Background: an optimization exercise with open tools, aiming at small area and a short achievable clock period. Do not read the settings as production practice. Only simulation tests tie the RTL to the original design; equivalence was not proved. Power is estimated from default activity; no workload was simulated.

run a:
Design ahrs_rx, start of the top module:
module ahrs_rx (
    input  wire        clk,
    input  wire        rst,
    input  wire        p_valid,
    input  wire [31:0] p_cmd,
    output reg         p_resp_valid,
    output reg         p_resp_err,
    output wire [31:0] p_resp_val,
    input  wire        c_valid,
    input  wire [31:0] c_cmd,
    output reg         c_resp_valid,
    output reg         c_resp_err,
    output reg  [31:0] c_resp_val
);
    localparam [7:0] OPC_CRC_UPDATE   = 8'h01,
                     OPC_FEED         = 8'h10,
                     OPC_PARSER_RESET = 8'h11,
                     OPC_OFFER        = 8'h20,
                     OPC_UPDATE       = 8'h21,
                     OPC_GET_PITCH    = 8'h30,
                     OPC_GET_YAW      = 8'h31,
                     OPC_GET_ROLL     = 8'h32,
                     OPC_GET_STATUS   = 8'h33;
    wire [7:0]  p_opc   = p_cmd[31:24];
    wire [15:0] p_arg16 = p_cmd[23:8];
    wire [7:0]  p_arg8  = p_cmd[7:0];
    wire [7:0]  c_opc   = c_cmd[31:24];
    wire [15:0] c_arg16 = c_cmd[23:8];
    wire [7:0]  c_arg8  = c_cmd[7:0];
    wire p_crc    = p_valid && p_opc == OPC_CRC_UPDATE;
    wire p_feed   = p_valid && p_opc == OPC_FEED         && p_arg16 == 16'h0;
    wire p_preset = p_valid && p_opc == OPC_PARSER_RESET && p_arg16 == 16'h0 && p_arg8 == 8'h0;
    wire p_offer  = p_valid && p_opc == OPC_OFFER        && p_arg16 == 16'h0 && p_arg8 == 8'h0;
    wire p_legal  = p_crc || p_feed || p_preset || p_offer;
    wire c_noarg  = c_arg16 == 16'h0 && c_arg8 == 8'h0;
    wire c_crc    = c_valid && c_opc == OPC_CRC_UPDATE;
    wire c_update = c_valid && c_opc == OPC_UPDATE     && c_noarg;
  ...
Size: ~1200 cells after synthesis, about 440 flip-flops, roughly 17000 µm² of cells after synthesis.
Settings: LEC_CHECK=0, CAP_MARGIN=20, CORE_MARGIN=2, CORE_UTILIZATION=60, CTS_BUF_LIST=sky130_fd_sc_hd__clkbuf_4 sky130_fd_sc_hd__clkbuf_8, PLACE_DENSITY=0.7, SETUP_SLACK_MARGIN=3.8, SLEW_MARGIN=20; clock period 6.5 ns.
run.sh (not shown) runs the stock make flow with config.mk's settings and CLKGATE_MAP_FILE= SYNTH_SCRIPT=/design/flow/synth_recipe.tcl, a recipe that flattens the netlist after the stock synthesis.
[inputs] run b vs run a
- swapping 3.8 for 4.2 in SETUP_SLACK_MARGIN
--- outcome ---
Run a -> run b: routability-driven placement congestion ratio decreased slightly. Run b against run a: post-layout net count went up 46; number of detailed-route iterations in the first pass went up 1. Run b against run a: final cycle utilization of the critical path fell by 0.54 points, shortest clock period the worst path allows after layout fell by 35 ps.

* * *

== build 66 ==
ahrs_rx, a different RTL version from the one above (not shown whole).
Size in the first run: ~1300 cells after synthesis, about 450 flip-flops, ~140 I/O pins, roughly 18000 um2 of cells after synthesis.
==> flow/config.mk <==
export PLATFORM = sky130hd
export DESIGN_NAME = ahrs_rx
export DESIGN_NICKNAME = ahrs_rx
export VERILOG_FILES = /design/flow/design.v
export SDC_FILE = /design/flow/constraint.sdc
export NUM_CORES = 4
export LEC_CHECK = 0
export CAP_MARGIN = 20
export CORE_MARGIN = 2
export CORE_UTILIZATION = 60
export CTS_CLUSTER_DIAMETER = 60
export CTS_CLUSTER_SIZE = 25
export PLACE_DENSITY = 0.7
export SETUP_SLACK_MARGIN = 4.0
export SLEW_MARGIN = 20
==> flow/constraint.sdc <==
create_clock -name core_clock -period 6.5 [get_ports {clk}]
set_input_delay 1.3000 -clock core_clock [delete_from_list [all_inputs] [get_ports {clk}]]
set_output_delay 1.3000 -clock core_clock [all_outputs]
set_load 0.01 [all_outputs]
standard.sh (not shown) runs the stock make flow with config.mk's settings and CLKGATE_MAP_FILE= SYNTH_SCRIPT=/design/flow/synth_recipe.tcl, a recipe that flattens the netlist after the stock synthesis.
==> flow/flow/run.sh <==
#!/bin/bash
# The standard layout, with two changes to the cells it may pick:
# - the port buffers are the plain buffer sky130_fd_sc_hd__buf_2 instead of
#   the cell buffer_ports picks by itself;
# - the slow wide gates (or3, or4, nor4, and4 and their inverted-input forms) are
#   added to the platform's don't-use list, so synthesis and repair build
#   those functions from NAND/NOR gates instead.
set -euo pipefail
export BUFFER_PORTS_ARGS="-buffer_cell sky130_fd_sc_hd__buf_2"
# the platform's own don't-use list (platforms/sky130hd/config.mk)
dont_use="sky130_fd_sc_hd__probe_p_8 sky130_fd_sc_hd__probec_p_8 sky130_fd_sc_hd__lpflow_bleeder_1"
for s in 1 16 2 4 8; do
  dont_use="$dont_use sky130_fd_sc_hd__lpflow_clkbufkapwr_$s sky130_fd_sc_hd__lpflow_clkinvkapwr_$s"
done
for s in 12 3 4 6 8; do dont_use="$dont_use sky130_fd_sc_hd__lpflow_decapkapwr_$s"; done
dont_use="$dont_use sky130_fd_sc_hd__lpflow_inputiso0n_1 sky130_fd_sc_hd__lpflow_inputiso0p_1"
dont_use="$dont_use sky130_fd_sc_hd__lpflow_inputiso1n_1 sky130_fd_sc_hd__lpflow_inputiso1p_1"
dont_use="$dont_use sky130_fd_sc_hd__lpflow_inputisolatch_1"
for s in 1 16 2 4 8; do dont_use="$dont_use sky130_fd_sc_hd__lpflow_isobufsrc_$s"; done
dont_use="$dont_use sky130_fd_sc_hd__lpflow_isobufsrckapwr_16"
for s in 1 2 4; do
  dont_use="$dont_use sky130_fd_sc_hd__lpflow_lsbuf_lh_hl_isowell_tap_$s sky130_fd_sc_hd__lpflow_lsbuf_lh_isowell_tap_$s"
done
dont_use="$dont_use sky130_fd_sc_hd__lpflow_lsbuf_lh_isowell_4"
# added here
for c in or3 or3b or4 or4b or4bb nor4 nor4b nor4bb and4 and4b and4bb; do
  for s in 1 2 4; do dont_use="$dont_use sky130_fd_sc_hd__${c}_${s}"; done
done
bash standard.sh "DONT_USE_CELLS=$dont_use" finish > standard.log 2>&1
> inputs changed (build 66 -> build 27)
# build 66
export LEC_CHECK = 0
export CAP_MARGIN = 20
export CORE_MARGIN = 2
export CORE_UTILIZATION = 60
export CTS_CLUSTER_DIAMETER = 60
export CTS_CLUSTER_SIZE = 25
export PLACE_DENSITY = 0.7
export SETUP_SLACK_MARGIN = 4.0
export SLEW_MARGIN = 20
create_clock -name core_clock -period 6.5 [get_ports {clk}]
# build 27
export LEC_CHECK = 0
export CAP_MARGIN = 20
export CORE_MARGIN = 2
export CORE_UTILIZATION = 75
export CTS_CLUSTER_DIAMETER = 80
export CTS_CLUSTER_SIZE = 30
export PLACE_DENSITY = 0.8
export SETUP_SLACK_MARGIN = 4.0
export SLEW_MARGIN = 20
create_clock -name core_clock -period 6.5 [get_ports {clk}]
==> flow/flow/run.sh <==
#!/bin/bash
# The standard layout, with the port buffers made from the plain buffer
# (sky130_fd_sc_hd__buf_2) instead of the cell buffer_ports picks by itself.
set -euo pipefail
export BUFFER_PORTS_ARGS="-buffer_cell sky130_fd_sc_hd__buf_2"
bash standard.sh finish > standard.log 2>&1
### Flow results
Taking build 66 as the reference, in build 27 via count rose 2.1%, leakage component of the power fell about 1.6%, area overhead of the layout relative to synthesis fell 0.34 points, die height fell 10%. The global-route wire length before repair of build 27 is lower than that of build 66. Compared with build 66, in build 27 total die area lower, utilization higher. A critical-path cell with the highest stage delay of or4_4 is what build 27 shows, while buf_2 belongs to build 66. Post-layout instance area (build 27 over build 66): decrease, 0.60%.
### build 27 -> build 10
# build 27
export LEC_CHECK = 0
export CAP_MARGIN = 20
export CORE_MARGIN = 2
export CORE_UTILIZATION = 75
export CTS_CLUSTER_DIAMETER = 80
export CTS_CLUSTER_SIZE = 30
export PLACE_DENSITY = 0.8
export SETUP_SLACK_MARGIN = 4.0
export SLEW_MARGIN = 20
create_clock -name core_clock -period 6.5 [get_ports {clk}]
# build 10
export LEC_CHECK = 0
export CAP_MARGIN = 5
export CORE_MARGIN = 2
export CORE_UTILIZATION = 60
export CTS_CLUSTER_DIAMETER = 80
export CTS_CLUSTER_SIZE = 30
export PLACE_DENSITY = 0.7
export SETUP_SLACK_MARGIN = 4.0
export SLEW_MARGIN = 5
create_clock -name core_clock -period 6.5 [get_ports {clk}]
==> flow/flow/run.sh <==
#!/bin/bash
# The standard layout, with two changes to the cells it may pick:
# - the port buffers are the plain buffer sky130_fd_sc_hd__buf_2 instead of
#   the cell buffer_ports picks by itself;
# - the slow wide gates (or3, or4, nor4, and4 and their inverted-input forms) are
#   added to the platform's don't-use list, so synthesis and repair build
#   those functions from NAND/NOR gates instead.
set -euo pipefail
export BUFFER_PORTS_ARGS="-buffer_cell sky130_fd_sc_hd__buf_2"
# the platform's own don't-use list (platforms/sky130hd/config.mk)
dont_use="sky130_fd_sc_hd__probe_p_8 sky130_fd_sc_hd__probec_p_8 sky130_fd_sc_hd__lpflow_bleeder_1"
for s in 1 16 2 4 8; do
  dont_use="$dont_use sky130_fd_sc_hd__lpflow_clkbufkapwr_$s sky130_fd_sc_hd__lpflow_clkinvkapwr_$s"
done
for s in 12 3 4 6 8; do dont_use="$dont_use sky130_fd_sc_hd__lpflow_decapkapwr_$s"; done
dont_use="$dont_use sky130_fd_sc_hd__lpflow_inputiso0n_1 sky130_fd_sc_hd__lpflow_inputiso0p_1"
dont_use="$dont_use sky130_fd_sc_hd__lpflow_inputiso1n_1 sky130_fd_sc_hd__lpflow_inputiso1p_1"
dont_use="$dont_use sky130_fd_sc_hd__lpflow_inputisolatch_1"
for s in 1 16 2 4 8; do dont_use="$dont_use sky130_fd_sc_hd__lpflow_isobufsrc_$s"; done
dont_use="$dont_use sky130_fd_sc_hd__lpflow_isobufsrckapwr_16"
for s in 1 2 4; do
  dont_use="$dont_use sky130_fd_sc_hd__lpflow_lsbuf_lh_hl_isowell_tap_$s sky130_fd_sc_hd__lpflow_lsbuf_lh_isowell_tap_$s"
done
dont_use="$dont_use sky130_fd_sc_hd__lpflow_lsbuf_lh_isowell_4"
# added here
for c in or3 or3b or4 or4b or4bb nor4 nor4b nor4bb and4 and4b and4bb; do
  for s in 1 2 4; do dont_use="$dont_use sky130_fd_sc_hd__${c}_${s}"; done
done
bash standard.sh "DONT_USE_CELLS=$dont_use" finish > standard.log 2>&1
### Flow results
Build 10 finished end to end and its layout was clean on timing, DRC and antenna.
Area growth from synthesis to final layout: build 10 lower than build 27
Build 10 has final clock period utilization by the worst path below what build 27 had.
In the metrics for build 27 and build 10, the one carrying the lower highest ir drop seen on vdd is build 10.
Compare build 27 and build 10 | routed length on met1 lower: build 27
Wire length went down slightly going from build 27 to build 10.
Taking build 27 as the reference point, the global-route usage of build 10 falls by 6.2 points.
Diff build 27 -> build 10 | synthesized area | up slightly
[compare] base=build 27 new=build 10: final area fell by about 1.7%; final worst-path setup slack rose by 190 ps.
For build 23, these inputs were changed with respect to build 10:
# build 10
export LEC_CHECK = 0
export CAP_MARGIN = 5
export CORE_MARGIN = 2
export CORE_UTILIZATION = 60
export CTS_CLUSTER_DIAMETER = 80
export CTS_CLUSTER_SIZE = 30
export PLACE_DENSITY = 0.7
export SETUP_SLACK_MARGIN = 4.0
export SLEW_MARGIN = 5
create_clock -name core_clock -period 6.5 [get_ports {clk}]
# build 23
export LEC_CHECK = 0
export CAP_MARGIN = 20
export CORE_MARGIN = 2
export CORE_UTILIZATION = 60
export CTS_CLUSTER_DIAMETER = 80
export CTS_CLUSTER_SIZE = 30
export PLACE_DENSITY = 0.7
export SETUP_SLACK_MARGIN = 3.9
export SLEW_MARGIN = 20
create_clock -name core_clock -period 6.5 [get_ports {clk}]
### Flow results
- Status: hold slack parity (build 23, build 10)
- Build 23 vs build 10 — highest fanout seen on the critical path rose 20.
- Max clock period minus final worst setup slack across build 23 and build 10: build 23
- Lower count of clock buffers in the final design was reported by build 10, not build 23.
- Summary of build 23 over build 10: final standard cell count with taps included and fillers excluded saw a decrease, largest net degree at the start of global routing shows a reduction of 2, power has increased, share of the core filled with cells in the final layout -0.24 points.
Input-level comparison between build 62 and build 23:
# build 23
export LEC_CHECK = 0
export CAP_MARGIN = 20
export CORE_MARGIN = 2
export CORE_UTILIZATION = 60
export CTS_CLUSTER_DIAMETER = 80
export CTS_CLUSTER_SIZE = 30
export PLACE_DENSITY = 0.7
export SETUP_SLACK_MARGIN = 3.9
export SLEW_MARGIN = 20
create_clock -name core_clock -period 6.5 [get_ports {clk}]
# build 62
export LEC_CHECK = 0
export CAP_MARGIN = 20
export CORE_MARGIN = 2
export CORE_UTILIZATION = 70
export CTS_CLUSTER_DIAMETER = 80
export CTS_CLUSTER_SIZE = 30
export PLACE_DENSITY = 0.75
export SETUP_SLACK_MARGIN = 3.9
export SLEW_MARGIN = 20
create_clock -name core_clock -period 6.5 [get_ports {clk}]
Notes after the runs:
On build 62: count of instances resized after the clock tree is built is 2 higher than what build 23 gave.
Switching part of the total power across build 23 and build 62: no real change.
Build 62 vs build 23 on routed wire length: build 62 is the lower one.
Die area went down by more than 10% going from build 23 to build 62.
~same required arrival time at the worst endpoint in build 23 and build 62
The final layout net count on build 62 is in line with that on build 23.
As far as non-clock inverter instance count of the final layout goes, build 62 and build 23 are indistinguishable; the numbers are identical.
Diff build 23 -> build 62: final instance area decreased by 0.37% relative to the old numbers, cell total after placement decreased by 3.5% relative to the old numbers, number of placement rows decreased by 5 relative to the old numbers.
Inputs modified between build 62 and build 45:
# build 62
export LEC_CHECK = 0
export CAP_MARGIN = 20
export CORE_MARGIN = 2
export CORE_UTILIZATION = 70
export CTS_CLUSTER_DIAMETER = 80
export CTS_CLUSTER_SIZE = 30
export PLACE_DENSITY = 0.75
export SETUP_SLACK_MARGIN = 3.9
export SLEW_MARGIN = 20
create_clock -name core_clock -period 6.5 [get_ports {clk}]
# build 45
export LEC_CHECK = 0
export CAP_MARGIN = 20
export CORE_MARGIN = 2
export CORE_UTILIZATION = 60
export CTS_CLUSTER_DIAMETER = 80
export CTS_CLUSTER_SIZE = 30
export PLACE_DENSITY = 0.7
export SETUP_SLACK_MARGIN = 4.2
export SLEW_MARGIN = 20
create_clock -name core_clock -period 6.5 [get_ports {clk}]
## What came out
Build 45 against build 62; wire length of the first global-routing pass is up by a few percent. Looking at termination of the worst setup path, the u_tbuf.r_oh[1] result is from build 45; the u_parser.st[1] one comes from build 62. The final reports for build 45 and build 62 show setup slack higher in the former. Changes observed in build 45 relative to build 62: total detailed-routing wirelength higher; pin count of the biggest net entering global routing lower.

==> afterwards: timing with drivers on the ports <==
No port has a modelled driver above. Below, the same layouts with a new extraction and two added sets of constraints. Step 1, drivers: a clkbuf_16 drives clk and a buf_2 each remaining input, both assumed. Step 2 also shifts input and output timing later by t, the mid clock arrival at the registers, as if the neighbouring blocks saw the same clock. Three values: ideal ports, drivers, drivers and shift; two values: the first two.
| run | shift t [ns] | slack for setup (ns) | hold slack, ns | clock arrival spread, ns | slew at the worst register clock pin (ns) |
|---|---|---|---|---|---|
| run a | 0.641 | 3.766 / 3.780 / 3.138 | 0.455 / 0.455 / 0.455 | 0.023 / 0.023 | 0.07 / 0.07 |
| run b | 0.621 | 3.801 / 3.807 / 3.185 | 0.460 / 0.460 / 0.460 | 0.043 / 0.043 | 0.06 / 0.06 |
| build 66 | 0.617 | 4.020 / 4.041 / 3.432 | 0.464 / 0.464 / 0.464 | 0.020 / 0.020 | 0.10 / 0.10 |
| build 27 | 0.586 | 3.860 / 3.869 / 3.283 | 0.470 / 0.470 / 0.470 | 0.037 / 0.038 | 0.12 / 0.12 |
| build 10 | 0.587 | 4.054 / 4.042 / 3.497 | 0.473 / 0.473 / 0.473 | 0.015 / 0.016 | 0.11 / 0.11 |
| build 23 | 0.587 | 3.987 / 4.018 / 3.431 | 0.472 / 0.472 / 0.472 | 0.037 / 0.037 | 0.12 / 0.12 |
| build 62 | 0.579 | 4.022 / 4.020 / 3.469 | 0.476 / 0.476 / 0.476 | 0.026 / 0.027 | 0.11 / 0.11 |
| build 45 | 0.589 | 4.126 / 4.088 / 3.499 | 0.474 / 0.474 / 0.474 | 0.035 / 0.034 | 0.11 / 0.11 |
After both steps setup and hold are still met in every run listed. The setup slack of run a, which loses most, moves by +0.014 ns with the drivers and by -0.628 ns with both steps.
